From an optimization exercise on the open Yosys and OpenROAD flow, aimed at small area; shortcuts taken in it are not production practice.
RTL that was checked went through simulation tests only; none was proved equivalent to the original.
No activity file was given, so power comes from the tool's default toggle rates. The flow treats the clock pin as an ideal source, which a real chip does not have.

==> run K <==
## dmxte
module dmxte (
    input  wire         clk,
    input  wire         rst,           
    input  wire         rx_valid,
    input  wire [7:0]   rx_byte,
    output reg          resp_valid,
    output wire [111:0] resp_packet,   
    output reg          line
);
clock: 1000.0 ns
lec_check: 0
cap_margin: 20
core_margin: 2
core_utilization: 65
cts_buf_list: sky130_fd_sc_hd__clkbuf_16
cts_cluster_diameter: 100
cts_cluster_size: 30
place_density: 0.75
slew_margin: 20
standard.sh (not shown) runs the stock make flow with config.mk's settings and CLKGATE_MAP_FILE= SYNTH_SCRIPT=/design/flow/synth_recipe.tcl, a recipe that flattens the netlist after the stock synthesis.
==> flow/flow/run.sh <==
#!/bin/bash
# The standard layout (the standard.sh, standard synthesis unchanged), with three changes:
#  - clock tree synthesis adds no dummy loads (same clustering as config.mk);
#  - the port buffers are sky130_fd_sc_hd__buf_1 (the resizer may still upsize them);
#  - the resizer may resize a cell to one of another footprint (MATCH_CELL_FOOTPRINT=0), so it
#    can upsize a weak gate instead of adding a buffer after it.
# ORFS writes each step's full log under orfs/logs/; standard.log has make's own output.
set -euo pipefail
export CTS_ARGS="-sink_clustering_enable -repair_clock_nets -dont_use_dummy_load -buf_list sky130_fd_sc_hd__clkbuf_16 -sink_clustering_size 30 -sink_clustering_max_diameter 100"
export BUFFER_PORTS_ARGS="-buffer_cell sky130_fd_sc_hd__buf_1"
bash standard.sh MATCH_CELL_FOOTPRINT=0 finish > standard.log 2>&1
==> run Y: changes against run K <==
--- a/flow/design.v
+++ b/flow/design.v
@@ -181,13 +181,14 @@
                         3'd0: begin
                             p0 <= rx_byte;
                             if (rx_byte > 8'd44) p_bad <= 1'b1;
                         end
                         3'd1: begin
                             if (rx_byte != 8'd0) p_bad <= 1'b1;
-                            range_err <= (rx_byte != 8'd0) || (p0 > N);
+                            range_err <= (rx_byte != 8'd0) ||
+                                         ({3'd0, p0} + rx_rem > 11'd129);
                             wp <= p0;
                         end
                         3'd2: p_brk[7:0] <= rx_byte;
                         3'd3: begin
                             p_brk[9:8] <= rx_byte[1:0];
                             if (rx_byte[7:2] != 6'd0 ||
@@ -202,59 +203,31 @@
                                 p_bad <= 1'b1;
                         end
                         3'd5:
                             if (rx_byte != 8'd0) p_bad <= 1'b1;
                         default: ;
                     endcase
-                    if (rx_idx >= 3'd2) begin
-                        wp <= wp + 8'd1;
-                        if (wp[7]) range_err <= 1'b1;
-                    end
+                    if (rx_idx >= 3'd2) wp <= wp + 8'd1;
                 end
                 default: ;
             endcase
         end
     end
     wire       stage_we = in_data && (rx_idx >= 3'd2);
     wire       clr      = rst || do_blackout;
     wire [7:0] stage_d  = clr ? 8'd0 : rx_byte;
     wire [7:0] start    = p0;
-    wire [7:0]  s_grp;
-    wire [15:0] s_lin;
-    wire [7:0]  u_all, u_end, u_beg, u_bth;
-    wire [15:0] l_lt, l_ge, l_in;
-    genvar h;
-    generate
-        for (h = 0; h < 8; h = h + 1) begin : grp
-            wire ah = !start[7] && (start[6:4] < h);     
-            wire bh = !start[7] && (start[6:4] == h);    
-            wire ch = wp[7] || (wp[6:4] > h);            
-            wire dh = !wp[7] && (wp[6:4] == h);          
-            assign s_grp[h] = stage_we && (wp[6:4] == h);
-            assign u_all[h] = clr_d || (commit_d && ah && ch);
-            assign u_end[h] = commit_d && ah && dh;
-            assign u_beg[h] = commit_d && bh && ch;
-            assign u_bth[h] = commit_d && bh && dh;
-        end
-        for (h = 0; h < 16; h = h + 1) begin : lin
-            assign s_lin[h] = (wp[3:0] == h);
-            assign l_lt[h]  = (h < wp[3:0]);
-            assign l_ge[h]  = (h >= start[3:0]);
-            assign l_in[h]  = l_lt[h] && l_ge[h];
-        end
-    endgenerate
     wire [8*N-1:0] frame;
     genvar g;
     generate
         for (g = 0; g < N; g = g + 1) begin : ch
             reg  [7:0] stage_b;
             reg  [7:0] univ_b;
             reg  [7:0] frame_b;
-            wire       s_en = clr || (s_grp[g/16] && s_lin[g%16]);
-            wire       u_en = u_all[g/16] || (u_end[g/16] && l_lt[g%16]) ||
-                              (u_beg[g/16] && l_ge[g%16]) || (u_bth[g/16] && l_in[g%16]);
+            wire       s_en = clr || (stage_we && wp[6:0] == g);
+            wire       u_en = clr_d || (commit_d && (start <= g) && (wp > g));
             always @(posedge clk)
                 if (s_en) stage_b <= stage_d;
             always @(posedge clk)
                 if (u_en) univ_b <= stage_b;
             always @(posedge clk)
                 if (fs_d2) frame_b <= univ_b;
==> flow/run.sh (new file) <==
#!/bin/bash
# synth_recipe.tcl (not shown) runs the flow's synth.tcl, then flattens the netlist and writes it again
# the make line also repeats each setting of config.mk as NAME=value (left out here)
make -C /OpenROAD-flow-scripts/flow DESIGN_CONFIG=/design/flow/config.mk WORK_HOME=/design/flow/orfs CLKGATE_MAP_FILE= SYNTH_SCRIPT=/design/flow/synth_recipe.tcl finish
- CORE_UTILIZATION: 65 -> 40
- CTS_BUF_LIST: sky130_fd_sc_hd__clkbuf_16 -> default
- CTS_CLUSTER_DIAMETER: 100 -> default
- CTS_CLUSTER_SIZE: 30 -> default
- PLACE_DENSITY: 0.75 -> default
removed: flow/flow/run.sh
removed: flow/standard.sh
==> run E: changes against run K <==
--- a/flow/design.v
+++ b/flow/design.v
@@ -181,13 +181,14 @@
                         3'd0: begin
                             p0 <= rx_byte;
                             if (rx_byte > 8'd44) p_bad <= 1'b1;
                         end
                         3'd1: begin
                             if (rx_byte != 8'd0) p_bad <= 1'b1;
-                            range_err <= (rx_byte != 8'd0) || (p0 > N);
+                            range_err <= (rx_byte != 8'd0) ||
+                                         ({3'd0, p0} + rx_rem > 11'd129);
                             wp <= p0;
                         end
                         3'd2: p_brk[7:0] <= rx_byte;
                         3'd3: begin
                             p_brk[9:8] <= rx_byte[1:0];
                             if (rx_byte[7:2] != 6'd0 ||
@@ -202,16 +203,13 @@
                                 p_bad <= 1'b1;
                         end
                         3'd5:
                             if (rx_byte != 8'd0) p_bad <= 1'b1;
                         default: ;
                     endcase
-                    if (rx_idx >= 3'd2) begin
-                        wp <= wp + 8'd1;
-                        if (wp[7]) range_err <= 1'b1;
-                    end
+                    if (rx_idx >= 3'd2) wp <= wp + 8'd1;
                 end
                 default: ;
             endcase
         end
     end
     wire       stage_we = in_data && (rx_idx >= 3'd2);
==> flow/run.sh (new file) <==
#!/bin/bash
# synth_recipe.tcl (not shown) runs the flow's synth.tcl, then flattens the netlist and writes it again
# the make line also repeats each setting of config.mk as NAME=value (left out here)
make -C /OpenROAD-flow-scripts/flow DESIGN_CONFIG=/design/flow/config.mk WORK_HOME=/design/flow/orfs CLKGATE_MAP_FILE= SYNTH_SCRIPT=/design/flow/synth_recipe.tcl finish
- CORE_UTILIZATION: 65 -> 80
- PLACE_DENSITY: 0.75 -> 0.9
removed: flow/flow/run.sh
removed: flow/standard.sh
==> comparison table <==
metric	run K	run E	run Y
Result of the run	timing/DRC/antenna clean	aborted with a tool error	timing/DRC/antenna clean
Failing step	-	5_1_grt	-
Via count normalized by instance count	6.63	-	5.53
Utilization after layout	69.5%	-	46.1%
Hold endpoint	ch[100].frame_b[7]$_DFFE_PP_	-	ch[99].frame_b[1]$_DFFE_PP_
Combinational logic power	11.3 uW	-	10.4 uW
Antenna-violating nets left	0	-	0
Switching part of the total power	20.4%	-	20.9%
Height of the chip	433 um	391 um	553 um
Slowest cell delay on critical path	630 ps	-	880 ps
Non-Filler Cell Area, Final	127000 um^2	-	138000 um^2
Worst path arrival time	207160 ps	-	206720 ps
Inserted Diodes	8	-	6
Max Clk Rate	4.84 MHz	-	4.86 MHz
Post-layout instance count excluding filler cells	8934	-	11100
R2R depth	21	-	22
CTS buffer count	130	121	334
Function not checked in run E: the RTL went through the layout flow alone.

========
==> inputs of quartz <==
RTL: one of the versions met above, not the one the previous note started from.
clock: 1000.0 ns
lec_check: 0
cap_margin: 20
core_margin: 2
core_utilization: 70
cts_buf_list: sky130_fd_sc_hd__clkbuf_8
place_density: 0.8
slew_margin: 20
run.sh (not shown) runs the stock make flow with config.mk's settings and CLKGATE_MAP_FILE= SYNTH_SCRIPT=/design/flow/synth_recipe.tcl, a recipe that flattens the netlist after the stock synthesis.
Stock flow here: none of the scripts above is used.
==> yarrow: changes against quartz <==
--- a/flow/design.v
+++ b/flow/design.v
@@ -181,14 +181,13 @@
                         3'd0: begin
                             p0 <= rx_byte;
                             if (rx_byte > 8'd44) p_bad <= 1'b1;
                         end
                         3'd1: begin
                             if (rx_byte != 8'd0) p_bad <= 1'b1;
-                            range_err <= (rx_byte != 8'd0) ||
-                                         ({3'd0, p0} + rx_rem > 11'd129);
+                            range_err <= (rx_byte != 8'd0) || (p0 > N);
                             wp <= p0;
                         end
                         3'd2: p_brk[7:0] <= rx_byte;
                         3'd3: begin
                             p_brk[9:8] <= rx_byte[1:0];
                             if (rx_byte[7:2] != 6'd0 ||
@@ -203,13 +202,16 @@
                                 p_bad <= 1'b1;
                         end
                         3'd5:
                             if (rx_byte != 8'd0) p_bad <= 1'b1;
                         default: ;
                     endcase
-                    if (rx_idx >= 3'd2) wp <= wp + 8'd1;
+                    if (rx_idx >= 3'd2) begin
+                        wp <= wp + 8'd1;
+                        if (wp[7]) range_err <= 1'b1;
+                    end
                 end
                 default: ;
             endcase
         end
     end
     wire       stage_we = in_data && (rx_idx >= 3'd2);
Settings changed: CORE_UTILIZATION 70 to 65, CTS_BUF_LIST sky130_fd_sc_hd__clkbuf_8 to sky130_fd_sc_hd__clkbuf_16, CTS_CLUSTER_DIAMETER set to 80, CTS_CLUSTER_SIZE set to 24, PLACE_DENSITY 0.8 to 0.75.
==> qor summary <==
metric	quartz	yarrow
Sequential fraction of the synthesis area	0.8154	0.8159
Antenna violations before repair	24	26
Clock latency at the later pin of the worst-skew pair	1.16 ns	0.89 ns
Storage cell area	0.09775 mm2	0.09774 mm2
Sequential group share of total power	0.599	0.658
Via Count	62780	60240
Die area	0.1745 mm2	0.1877 mm2
CP Capture Point	slot[1]$_SDFFE_PP0P_	slot[6]$_SDFFE_PP0P_
Instance area after placement	0.1240 mm2	0.1243 mm2
Met1 Resource Use GR	0.4733	0.4460
Peak fanout along the critical path	26	21
WP data arrival	207.19 ns	207.51 ns
Net count, final	6892	6591
Post-synthesis area per instance	19.06 um2	19.01 um2
N_diodes	18	28
Hold path startpoint	ch[7].stage_b[4]$_DFFE_PP_	ch[18].stage_b[2]$_DFFE_PP_
Vias in the first global route	61730	58260
Maximum VDD drop	0.001949 mV	0.001933 mV
Outcome	timing/DRC/antenna clean	timing/DRC/antenna clean
Multi-input gate area	0.02067 mm2	0.02059 mm2
Share of post-route cells with drive strength above 1	0.1610	0.1210
Clock buffer instance count of the final layout	493	168
No functional check of the RTL was part of quartz.

========
==> inputs of v32 <==
RTL: one of the versions met above, not the one the previous note started from.
export LEC_CHECK = 0
export CAP_MARGIN = 20
export CORE_MARGIN = 2
export CORE_UTILIZATION = 65
export CTS_BUF_LIST = sky130_fd_sc_hd__clkbuf_16
export CTS_CLUSTER_DIAMETER = 100
export CTS_CLUSTER_SIZE = 30
export PLACE_DENSITY = 0.75
export SLEW_MARGIN = 20
create_clock -name core_clock -period 1000.0 [get_ports {clk}]
standard.sh (not shown) runs the stock make flow with config.mk's settings and CLKGATE_MAP_FILE= SYNTH_SCRIPT=/design/flow/synth_recipe.tcl, a recipe that flattens the netlist after the stock synthesis.
==> flow/flow/run.sh <==
#!/bin/bash
# The standard layout (the standard.sh, standard synthesis unchanged), with two changes:
#  - clock tree synthesis adds no dummy loads (same clustering as config.mk);
#  - the port buffers are sky130_fd_sc_hd__buf_1 (the resizer may still upsize them).
# ORFS writes each step's full log under orfs/logs/; standard.log has make's own output.
set -euo pipefail
export CTS_ARGS="-sink_clustering_enable -repair_clock_nets -dont_use_dummy_load -buf_list sky130_fd_sc_hd__clkbuf_16 -sink_clustering_size 30 -sink_clustering_max_diameter 100"
export BUFFER_PORTS_ARGS="-buffer_cell sky130_fd_sc_hd__buf_1"
bash standard.sh > standard.log 2>&1
==> v1: changes against v32 <==
==> flow/run.sh (new file) <==
#!/bin/bash
# synth_recipe.tcl (not shown) runs the flow's synth.tcl, then flattens the netlist and writes it again
# the make line also repeats each setting of config.mk as NAME=value (left out here)
make -C /OpenROAD-flow-scripts/flow DESIGN_CONFIG=/design/flow/config.mk WORK_HOME=/design/flow/orfs CLKGATE_MAP_FILE= SYNTH_SCRIPT=/design/flow/synth_recipe.tcl finish
removed: flow/flow/run.sh
removed: flow/standard.sh
==> summary.txt <==
Run status
  – Outcome: finished clean

Finish
  – Clk_buf instances: 130
  – Total of fill cells in the finished design: 11200

Place
  – Final HPWL from detailed placement: 186000 µm
  – Worst slack at placement: 792.80 ns

Critical path
  – Number of buffers and inverters on the critical path: 2
  – Worst Path Arrival: 207.16 ns
  – Cells traversed along the worst timing path: buf_1 -> and4b_1 -> and2_1 -> and4_1 -> nand2_1 -> mux2_1 -> clkinv_1 -> ha_1 -> nand2_1 -> a211oi_1 -> a211oi_1 -> ha_1 -> nand2b_1 -> a21o_1 -> a21o_1 -> a21oi_1 -> o211ai_1 -> a31oi_1 -> nor4_2 -> or4_1 -> a221oi_1

Pwr
  – Leakage power figure: 40.5 nW
  – Net Switching: 0.0481 mW
  – Max rail drop VDD: 2.03 µV
  – Share of total power consumed by net switching: 20.4%

Timing
  – Setup clock skew after layout: 0.0798 ns
  – Slew at the pin closest to its max-slew limit: 1.25 ns
  – Worst hold margin: 0.364 ns

Route
  – DR iter-0 viols: 8538

Global routing
  – Global routing usage on met3: 7.00%
# the run above: v32

==> summary.txt <==
Run status
  – Outcome: finished clean

Critical path
  – Worst Path Arrival: 207.58 ns

Finish
  – Clk_buf instances: 136
  – Total of fill cells in the finished design: 11200

Pwr
  – Net Switching: 0.0501 mW
  – Max rail drop VDD: 2.24 µV

Timing
  – Worst hold margin: 0.401 ns

Route
  – DR iter-0 viols: 9243
# the run above: v1

[re-timing with driven ports]
In the flow no input, the clock included, has a driving cell. The finished layouts below were timed again as built, in two steps.
Step 1 assumes that a clkbuf_16 drives the clock port and a buf_2 every other input.
Step 2 moves the port delays by t, midway between the first and last clock arrival at a register: inputs arrive t later, outputs are due t later. That takes back most of the time a late clock gives input paths.
a / b / c = ideal / step 1 / step 2; a / b = the first two.
| run | t, ns | slack for setup (ns) | slew at the worst register clock pin (ns) | worst slew at a driven data input, ns |
|---|---|---|---|---|
| run K | 0.907 | 793.539 / 793.591 / 792.684 | 0.12 / 0.12 | 0.04 |
| run Y | 0.974 | 794.067 / 794.144 / 793.170 | 0.07 / 0.07 | 0.04 |
| quartz | 1.178 | 793.788 / 793.820 / 792.642 | 0.09 / 0.09 | 0.07 |
| yarrow | 0.953 | 793.251 / 793.304 / 792.351 | 0.10 / 0.10 | 0.04 |
| v32 | 0.907 | 793.539 / 793.591 / 792.684 | 0.12 / 0.12 | 0.04 |
| v1 | 0.926 | 793.168 / 793.216 / 792.290 | 0.12 / 0.12 | 0.05 |
After both steps setup and hold are still met in every run listed. The setup slack of quartz, which loses most, moves by +0.032 ns with the drivers and by -1.146 ns with both steps.
